This is an optimization exercise on Yosys and OpenROAD, whose aim is small area, a short achievable clock period and few clock cycles per item, not a production implementation. Function was checked by simulation only, so behaviour that the tests miss may differ from the original. Power figures rest on the tool's default switching activity, not on a simulated workload.

$ cat design/flow/design.v
module mano_engine (
    input  wire        clk,
    input  wire        rst,
    input  wire        cmd_valid,
    output wire        cmd_ready,
    input  wire [1:0]  cmd_op,
    input  wire        cmd_fgi,
    input  wire        cmd_fgo,
    input  wire [7:0]  cmd_inpr,
    output wire        resp_valid,
    output reg         resp_error,
    output reg         resp_interrupt,
    output wire        mem_req,
    output wire        mem_we,
    output reg  [11:0] mem_addr,
    output reg  [15:0] mem_wdata,
    input  wire        mem_ack,
    input  wire [15:0] mem_rdata,
    output reg  [15:0] ir,
    output reg  [15:0] ac,
    output wire [15:0] dr,
    output reg  [11:0] pc,
    output reg  [11:0] ar,
    output reg  [15:0] mar,
    output wire [15:0] tr,
    output reg         flag_i,
    output reg         flag_e,
    output reg         flag_r,
    output reg         flag_ien,
    output reg         flag_fgi,
    output reg         flag_fgo,
    output reg  [7:0]  inpr,
    output reg  [7:0]  outr,
    output reg         halted
);
    localparam OP_LOAD = 2'd0;
    localparam OP_STEP = 2'd1;
    localparam OP_BACK = 2'd2;
    localparam OP_DUMP = 2'd3;
    localparam HIST_DEPTH = 16;
    localparam HP = 4;                    
    localparam SNAP_W  = 95;
    localparam FRAME_W = SNAP_W + 1 + 12 + 16;
    localparam S_IDLE    = 4'd0;
    localparam S_FETCH   = 4'd1;
    localparam S_DECODE  = 4'd2;
    localparam S_OPRD    = 4'd3;
    localparam S_INDIR   = 4'd4;
    localparam S_OPRD2   = 4'd5;
    localparam S_EXEC    = 4'd6;
    localparam S_MEMWR   = 4'd7;
    localparam S_FINISH  = 4'd8;
    localparam S_INT_RD  = 4'd9;
    localparam S_INT_WR  = 4'd10;
    localparam S_PUSH    = 4'd11;
    localparam S_BACK    = 4'd12;
    localparam S_BACK_WR = 4'd13;
    localparam S_DONE    = 4'd14;
    reg [3:0] state;
    reg       loaded;
    assign dr = 16'h0000;
    assign tr = 16'h0000;
    reg [11:0] pc_before;
    reg        h_before;
    reg        memw_valid;
    reg [11:0] memw_addr;
    reg [15:0] memw_data;
    reg [FRAME_W-1:0] hist [0:HIST_DEPTH-1];
    reg [HP-1:0]      htop;
    reg [HP:0]        hcount;
    wire [SNAP_W-1:0] snapshot = {ir, ac, pc, ar, mar, flag_i, flag_e, flag_r,
                                  flag_ien, flag_fgi, flag_fgo, inpr, outr, halted};
    wire [FRAME_W-1:0] top_frame  = hist[htop];
    wire [FRAME_W-1:0] prev_frame = hist[htop - 1'b1];
    wire [2:0]  opcode = ir[14:12];
    wire [15:0] mar_inc = mar + 16'd1;
    wire [11:0] ar_inc  = ar + 12'd1;
    wire [11:0] pc_inc  = pc + 12'd1;
    assign cmd_ready  = (state == S_IDLE);
    assign resp_valid = (state == S_DONE);
    assign mem_req = (state == S_FETCH) || (state == S_OPRD) || (state == S_OPRD2) ||
                     (state == S_MEMWR) || (state == S_INT_RD) || (state == S_INT_WR) ||
                     (state == S_BACK_WR);
    assign mem_we  = (state == S_MEMWR) || (state == S_INT_WR) || (state == S_BACK_WR);
    reg [11:0] wr_addr;
    reg [15:0] wr_data;
    always @(*) begin
        mem_addr  = 12'd0;
        mem_wdata = 16'd0;
        case (state)
            S_FETCH:   mem_addr = pc;
            S_OPRD:    mem_addr = ar;
            S_OPRD2:   mem_addr = ar;
            S_MEMWR:   begin mem_addr = wr_addr; mem_wdata = wr_data; end
            S_INT_RD:  mem_addr = 12'd0;
            S_INT_WR:  begin mem_addr = 12'd0; mem_wdata = {4'b0000, pc}; end
            S_BACK_WR: begin mem_addr = wr_addr; mem_wdata = wr_data; end
            default:   ;
        endcase
    end
    always @(posedge clk) begin
        if (rst) begin
            state          <= S_IDLE;
            loaded         <= 1'b0;
            resp_error     <= 1'b0;
            resp_interrupt <= 1'b0;
        end else begin
            case (state)
                S_IDLE: begin
                    if (cmd_valid) begin
                        resp_error     <= 1'b0;
                        resp_interrupt <= 1'b0;
                        case (cmd_op)
                            OP_LOAD: begin
                                ir       <= 16'd0;
                                ac       <= 16'd0;
                                pc       <= 12'd0;
                                ar       <= 12'd0;
                                mar      <= 16'd0;
                                flag_i   <= 1'b0;
                                flag_e   <= 1'b0;
                                flag_r   <= 1'b0;
                                flag_ien <= 1'b0;
                                flag_fgi <= 1'b0;
                                flag_fgo <= 1'b0;
                                inpr     <= 8'd0;
                                outr     <= 8'd0;
                                halted   <= 1'b0;
                                hist[0]  <= {FRAME_W{1'b0}};
                                htop     <= {HP{1'b0}};
                                hcount   <= 1;
                                loaded   <= 1'b1;
                                state    <= S_DONE;
                            end
                            OP_STEP: begin
                                if (!loaded) begin
                                    resp_error <= 1'b1;
                                    state      <= S_DONE;
                                end else begin
                                    flag_fgi   <= cmd_fgi;
                                    flag_fgo   <= cmd_fgo;
                                    inpr       <= cmd_inpr;
                                    pc_before  <= pc;
                                    h_before   <= halted;
                                    memw_valid <= 1'b0;
                                    memw_addr  <= 12'd0;
                                    memw_data  <= 16'd0;
                                    state      <= flag_r ? S_INT_RD : S_FETCH;
                                end
                            end
                            OP_BACK: begin
                                if (!loaded || hcount == 1) begin
                                    resp_error <= 1'b1;
                                    state      <= S_DONE;
                                end else begin
                                    state <= S_BACK;
                                end
                            end
                            default: state <= S_DONE;
                        endcase
                    end
                end
                S_FETCH: begin
                    if (mem_ack) begin
                        ar    <= pc;
                        mar   <= mem_rdata;
                        ir    <= mem_rdata;
                        pc    <= pc_inc;
                        state <= S_DECODE;
                    end
                end
                S_DECODE: begin
                    ar     <= ir[11:0];
                    flag_i <= ir[15];
                    state  <= (opcode != 3'd7) ? S_OPRD : S_EXEC;
                end
                S_OPRD: begin
                    if (mem_ack) begin
                        mar   <= mem_rdata;
                        state <= flag_i ? S_INDIR : S_EXEC;
                    end
                end
                S_INDIR: begin
                    ar    <= mar[11:0];
                    state <= S_OPRD2;
                end
                S_OPRD2: begin
                    if (mem_ack) begin
                        mar   <= mem_rdata;
                        state <= S_EXEC;
                    end
                end
                S_EXEC: begin
                    state <= S_FINISH;
                    case (opcode)
                        3'd0: ac <= ac & mar;                        
                        3'd1: begin                                  
                            ac     <= ac + mar;
                            flag_e <= ac[15] & mar[15];
                        end
                        3'd2: ac <= mar;                             
                        3'd3: begin                                  
                            wr_addr    <= ar;
                            wr_data    <= ac;
                            memw_valid <= 1'b1;
                            memw_addr  <= ar;
                            memw_data  <= mar;
                            state      <= S_MEMWR;
                        end
                        3'd4: pc <= ar;                              
                        3'd5: begin                                  
                            wr_addr    <= ar;
                            wr_data    <= {4'b0000, pc};
                            memw_valid <= 1'b1;
                            memw_addr  <= ar;
                            memw_data  <= mar;
                            ar         <= ar_inc;
                            pc         <= ar_inc;
                            state      <= S_MEMWR;
                        end
                        3'd6: begin                                  
                            mar        <= mar_inc;
                            wr_addr    <= ar;
                            wr_data    <= mar_inc;
                            memw_valid <= 1'b1;
                            memw_addr  <= ar;
                            memw_data  <= mar;
                            if (mar_inc == 16'd0)
                                pc <= pc_inc;
                            state      <= S_MEMWR;
                        end
                        default: begin                               
                            case (ir)
                                16'h7800: ac <= 16'd0;                               
                                16'h7400: flag_e <= 1'b0;                            
                                16'h7200: ac <= ~ac;                                 
                                16'h7100: flag_e <= ~flag_e;                         
                                16'h7080: begin                                      
                                    ac     <= {flag_e, ac[15:1]};
                                    flag_e <= ac[0];
                                end
                                16'h7040: begin                                      
                                    ac     <= {ac[14:0], flag_e};
                                    flag_e <= ac[15];
                                end
                                16'h7020: ac <= ac + 16'd1;                          
                                16'h7010: if (!ac[15]) pc <= pc_inc;                 
                                16'h7008: if (ac[15]) pc <= pc_inc;                  
                                16'h7004: if (ac == 16'd0) pc <= pc_inc;             
                                16'h7002: if (!flag_e) pc <= pc_inc;                 
                                16'h7001: halted <= 1'b1;                            
                                16'hF800: begin                                      
                                    ac[7:0]  <= inpr;
                                    flag_fgi <= 1'b0;
                                end
                                16'hF400: begin                                      
                                    outr     <= ac[7:0];
                                    flag_fgo <= 1'b0;
                                end
                                16'hF200: if (flag_fgi) pc <= pc_inc;                
                                16'hF100: if (flag_fgo) pc <= pc_inc;                
                                16'hF080: flag_ien <= 1'b1;                          
                                16'hF040: flag_ien <= 1'b0;                          
                                default: ;                                           
                            endcase
                        end
                    endcase
                end
                S_MEMWR: begin
                    if (mem_ack)
                        state <= S_FINISH;
                end
                S_FINISH: begin
                    flag_r <= flag_ien & (flag_fgi | flag_fgo);
                    if (ir == 16'h7001)
                        pc <= pc - 12'd1;
                    state <= S_PUSH;
                end
                S_INT_RD: begin
                    if (mem_ack) begin
                        memw_valid <= 1'b1;
                        memw_addr  <= 12'd0;
                        memw_data  <= mem_rdata;
                        state      <= S_INT_WR;
                    end
                end
                S_INT_WR: begin
                    if (mem_ack) begin
                        pc             <= 12'd1;
                        flag_ien       <= 1'b0;
                        flag_r         <= 1'b0;
                        halted         <= 1'b0;
                        resp_interrupt <= 1'b1;
                        state          <= S_PUSH;
                    end
                end
                S_PUSH: begin
                    if (pc != pc_before || !h_before) begin
                        hist[htop + 1'b1] <= {snapshot, memw_valid, memw_addr, memw_data};
                        htop              <= htop + 1'b1;
                        if (hcount != HIST_DEPTH)
                            hcount <= hcount + 1'b1;
                    end
                    state <= S_DONE;
                end
                S_BACK: begin
                    {ir, ac, pc, ar, mar, flag_i, flag_e, flag_r, flag_ien,
                     flag_fgi, flag_fgo, inpr, outr, halted} <= prev_frame[FRAME_W-1 -: SNAP_W];
                    htop   <= htop - 1'b1;
                    hcount <= hcount - 1'b1;
                    if (top_frame[28]) begin
                        wr_addr <= top_frame[27:16];
                        wr_data <= top_frame[15:0];
                        state   <= S_BACK_WR;
                    end else begin
                        state <= S_DONE;
                    end
                end
                S_BACK_WR: begin
                    if (mem_ack)
                        state <= S_DONE;
                end
                S_DONE: state <= S_IDLE;
                default: state <= S_IDLE;
            endcase
        end
    end
endmodule
$ cat design/flow/run.sh
#!/bin/bash
# synth_recipe.tcl (not shown) runs the flow's synth.tcl, then flattens the netlist and writes it again
# the make line also repeats each setting of config.mk as NAME=value (left out here)
make -C /OpenROAD-flow-scripts/flow DESIGN_CONFIG=/design/flow/config.mk WORK_HOME=/design/flow/orfs CLKGATE_MAP_FILE= SYNTH_SCRIPT=/design/flow/synth_recipe.tcl finish
$ cat design/flow/config.mk
export PLATFORM = sky130hd
export DESIGN_NAME = mano_engine
export DESIGN_NICKNAME = mano_engine
export VERILOG_FILES = /design/flow/design.v
export SDC_FILE = /design/flow/constraint.sdc
export NUM_CORES = 4
export LEC_CHECK = 0
export CAP_MARGIN = 20
export CORE_MARGIN = 2
export CORE_UTILIZATION = 40
export SLEW_MARGIN = 20
$ cat design/flow/constraint.sdc
create_clock -name core_clock -period 7.0 [get_ports {clk}]
set_input_delay 1.4000 -clock core_clock [delete_from_list [all_inputs] [get_ports {clk}]]
set_output_delay 1.4000 -clock core_clock [all_outputs]
set_load 0.01 [all_outputs]
==> summary.txt <==
* Hold violation total from the final report at 0
* Final cycle utilization of the critical path at 75.2%
* Routed wire length at 249,000 µm
* HPWL Detailed at 144,000 µm
* Effective utilization at floorplan at 40.2%
* Yosys reg bits at 2,169
* Average footprint of a synthesized cell at 19.9 µm²
* Synth warn at 1
* Length of the first detailed-routing pass in iterations at 9
* # port buffers at 160
* Wirelength per Cell at 31.9 µm
* Post-CTS setup buffer count at 0
* Crit path kind: flip-flop to primary output
* Met1 layer wirelength in the final routing at 96,500 µm
* Parity-gate share of the synthesized area counting xor and xnor cells at 0.782%
* Number of filler cells placed in the layout at 18,400
* Hold Crit Start: loaded
* Fraction of layout cells with a size suffix above 1 at 22.8%
* # IOs at 193
* Number of H-tree branching levels at 4
* Hold-fix buffers at CTS at 0
* Worst setup path start: state[3]
* Routed via count at 46,300
* Total met3 wirelength after detailed routing at 20,500 µm
* Yosys cell types at 86
* Commonest cells after routing, fill and taps aside: 2,158 x sky130_fd_sc_hd__edfxtp_1, 606 x sky130_fd_sc_hd__mux4_2, 211 x sky130_fd_sc_hd__clkbuf_16, 198 x sky130_fd_sc_hd__nand2_1, 160 x sky130_fd_sc_hd__clkdlybuf4s50_1
* Total placed instance area at 94,400 µm²
* Maximum VDD drop at 302 µV
* Critical Path End Type: primary output
* Clk Tree Root Cell: sky130_fd_sc_hd__clkbuf_16
* GRT overflow at 0
* Number of setup violations in the final report at 0
* Arrival time of the worst setup path at 3.86 ns
* Leakage power of the design at 0.0280 µW
* Placeable Area at 220,000 µm²
* Adder-cell area share of the yosys netlist at 0.461%
* Post-route clock skew at 0.0529 ns
* Number of antenna violations at the first check in global routing at 12
* Via count of the first global-routing pass at 46,200
* Die area at 225,000 µm²
* Remaining routing DRC violations at 0
* Met2 wirelength from detailed routing at 121,000 µm
* Sequential area share after synthesis at 73.5%
* Worst r2r path cells at 6
* CTS tree: done
* Fraction of the mapped netlist area in compound gates at 3.78%
* Final min period at 5.26 ns
* CTS max path bufs at 3
* Setup repair after global routing missed its margin: no
* Worst Tran Pin Value at 1.15 ns
* Total instance count after detailed placement at 7,407
* # rows at 172
* Dominant combinational cell family by area after synthesis: multiplexers
* Clock-pin slew on the worst setup and hold paths at 0.06 ns
* Layout-stage area growth over the synthesis result at 14.4%
* Cells resized by post-CTS repair at 0
* Clock buffer count from CTS at 209
* Post-synthesis share of cell area spent on and, or, nand and nor gates at 3.84%
* Most frequently used flop master after synthesis: sky130_fd_sc_hd__edfxtp_1
* Starting DRC count in detailed routing at 6,372
* Crit path required time at 5.60 ns
* GRT Util Overall at 22.0%
* Most common cell after layout, fill and taps aside: sky130_fd_sc_hd__edfxtp_1
* Number of antenna-violating nets in the routed design at 0
* Count of flip-flops with a built-in enable after synthesis at 2,158
* Number of instances in the synthesized netlist at 4,438
* Status: complete, no violations
* Max-slew violation total from the final report at 0
* Worst slew margin at 23.0%
* Crit path max fanout at 24
* Die outline height at 474 µm
* Mux contribution to synthesized area at 15.8%
* Setup slack of the most critical reg-to-reg path at 1.79 ns
* Clock net sink count at 2,169
* Maximum capacitance violations at 0
* Final standard cell count with taps included and fillers excluded at 7,799
* Global-route wire length before repair at 352,000 µm
* Worst r2r src: state[0]
* Terminating pin of the worst hold path: loaded
* Fmax at 190 MHz
* WHS Path Cells at 2
* Final-stage net count at 4,727
* Path type of the worst min-delay path: flip-flop to flip-flop
* Top routing layer in use: met5
* Overall power consumption at 34,200 µW
* Detailed-route vias per instance at 5.94
* Post-synthesis instance area at 88,500 µm²
* Latest clock arrival within the worst-skew pair at 0.88 ns
* Weighted congestion at the end of routability-driven global placement at 0.897
* Power density of the placed cells at 338 nW/µm²
* Largest net degree at the start of global routing at 128
* Post-synthesis async set-or-reset flop share at 0%
* Die W at 474 µm
* Endpoint of the worst-slack reg-to-reg timing path: hist[14][63]
* Area of all placed cells without fillers at 101,000 µm²
* CP startpoint kind: flip-flop
[state kept, by name, summed over array words and instances, names as in the netlist, 4 cells and up, named ones only]
name	flops
mar	16
hist	1984
state	4
inpr	8
ar	12
outr	8
pc_before	12
memw_data	16
wr_addr	12
wr_data	16
hcount	5
pc	12
htop	4
ac	16
memw_addr	12
ir	16
[stage by stage]
step | util (%) | hold slack (ns) | setup TNS, ns | worst slack (ns)
floorplan | - | 0.473 | -369.82 | -1.05
global placement | 42.9 | 0.514 | 0 | 1.38
detailed placement | 42.9 | 0.519 | 0 | 1.30
CTS | 46.0 | 0.530 | 0 | 1.63
global route | 46.0 | 0.550 | 0 | 1.61
finish | 46.0 | 0.538 | 0 | 1.74
[how the worst max path moves through the flow]
stage,to,slack [ns],cells past startpoint
floorplan,hist[12][0],-1.05,14
global placement,hist[14][108],1.38,5
detailed placement,hist[14][52],1.30,5
CTS,mem_wdata[0],1.63,4
global route,mem_addr[5],1.61,6
finish,mem_addr[5],1.74,6
[layout make-up]
type                            count  area (µm²)  area share [%]
Antenna cell                        3        7.51         0.00742
Clock buffer                      260        5480            5.42
Clock inverter                    126        1320            1.30
Inverter                           45         169           0.167
Multi-Input combinational cell   1932       22300            22.0
Sequential cell                  2169       65000            64.2
Tap cell                         2958        3700            3.66
Timing Repair Buffer              306        3200            3.17
[cell usage after synthesis, types with 31 or more instances]
cell type                  count  share of area (%)
sky130_fd_sc_hd__edfxtp_1   2158                 73
sky130_fd_sc_hd__mux4_2      606                 15
sky130_fd_sc_hd__nand2_1     199               0.84
sky130_fd_sc_hd__clkbuf_1    178               0.75
sky130_fd_sc_hd__and2_1      127               0.90
sky130_fd_sc_hd__nor2_1      108               0.46
sky130_fd_sc_hd__a21oi_1      95               0.54
sky130_fd_sc_hd__o21ai_0      79               0.45
sky130_fd_sc_hd__buf_2        73               0.41
sky130_fd_sc_hd__nand3_1      66               0.37
sky130_fd_sc_hd__a22o_1       58               0.57
sky130_fd_sc_hd__xnor2_1      45               0.45
sky130_fd_sc_hd__inv_1        41               0.17
sky130_fd_sc_hd__buf_4        39               0.33
sky130_fd_sc_hd__nor3_1       37               0.21
sky130_fd_sc_hd__xor2_1       34               0.34
sky130_fd_sc_hd__ha_1         31               0.44
sky130_fd_sc_hd__mux2i_1      31               0.35
[where the power goes]
group	internal, µW	total [µW]	leakage [µW]	switching (µW)
Clock	6290	11200	0.00329	4930
Sequential	14600	15400	0.0167	768
Combinational	3040	7570	0.00808	4530
Total	24000	34200	0.0280	10200
[cell families (layout without fill, tap and decap cells)]
group           after synthesis  count (layout)
compound gates              477             477
xor+xnor                     79              79
fa+ha+maj                    32              32
buf+inv                     368             737
flops                      2169            2169
mux                         641             641
other cells                   1              35
simple gates                671             671
[critical path, stage by stage, from the launching register on]
cell,delay (ns)
sky130_fd_sc_hd__dfxtp_1,0.88
sky130_fd_sc_hd__nand2b_1,0.34
sky130_fd_sc_hd__a21oi_1,0.13
sky130_fd_sc_hd__buf_4,0.23
sky130_fd_sc_hd__a222oi_1,0.77
sky130_fd_sc_hd__inv_1,0.11
sky130_fd_sc_hd__clkdlybuf4s50_1,0.51
[layer usage]
metal | global-route usage (%) | up-vias
met5 | 0 | -
met2 | 35.6 | 2206
li1 | - | 18900
met1 | 29.5 | 24800
met3 | 4.26 | 430
met4 | 8.99 | 6
Testbench counts, summed over its fixed seeds: cycles 224,616, commands 32,000.

## afterwards: timing with drivers on the ports
In the flow no input, the clock included, has a driving cell. The finished layout below was timed again as built, in two steps. Step 1 sets driving cells, clkbuf_16 on the clock port and buf_2 on the other inputs (assumed; they add their load-dependent delay and slew). Step 2 adds t to the input delays and takes it off the output delays; t is the mean of the earliest and latest rising clock arrival at the registers after step 1. Input paths then give back, and output paths get back, about the clock's delay inside the block. Slacks: no drivers / after step 1 / after step 2; pairs: no drivers / after step 1.
shift t [ns]: 0.957
setup WS [ns]: 1.739 / 1.639 / 1.193
cell pins on the clock port's net: 1
After both steps this run still meets setup and hold. The setup slack of this run moves by -0.100 ns with the drivers and by -0.546 ns with both steps.
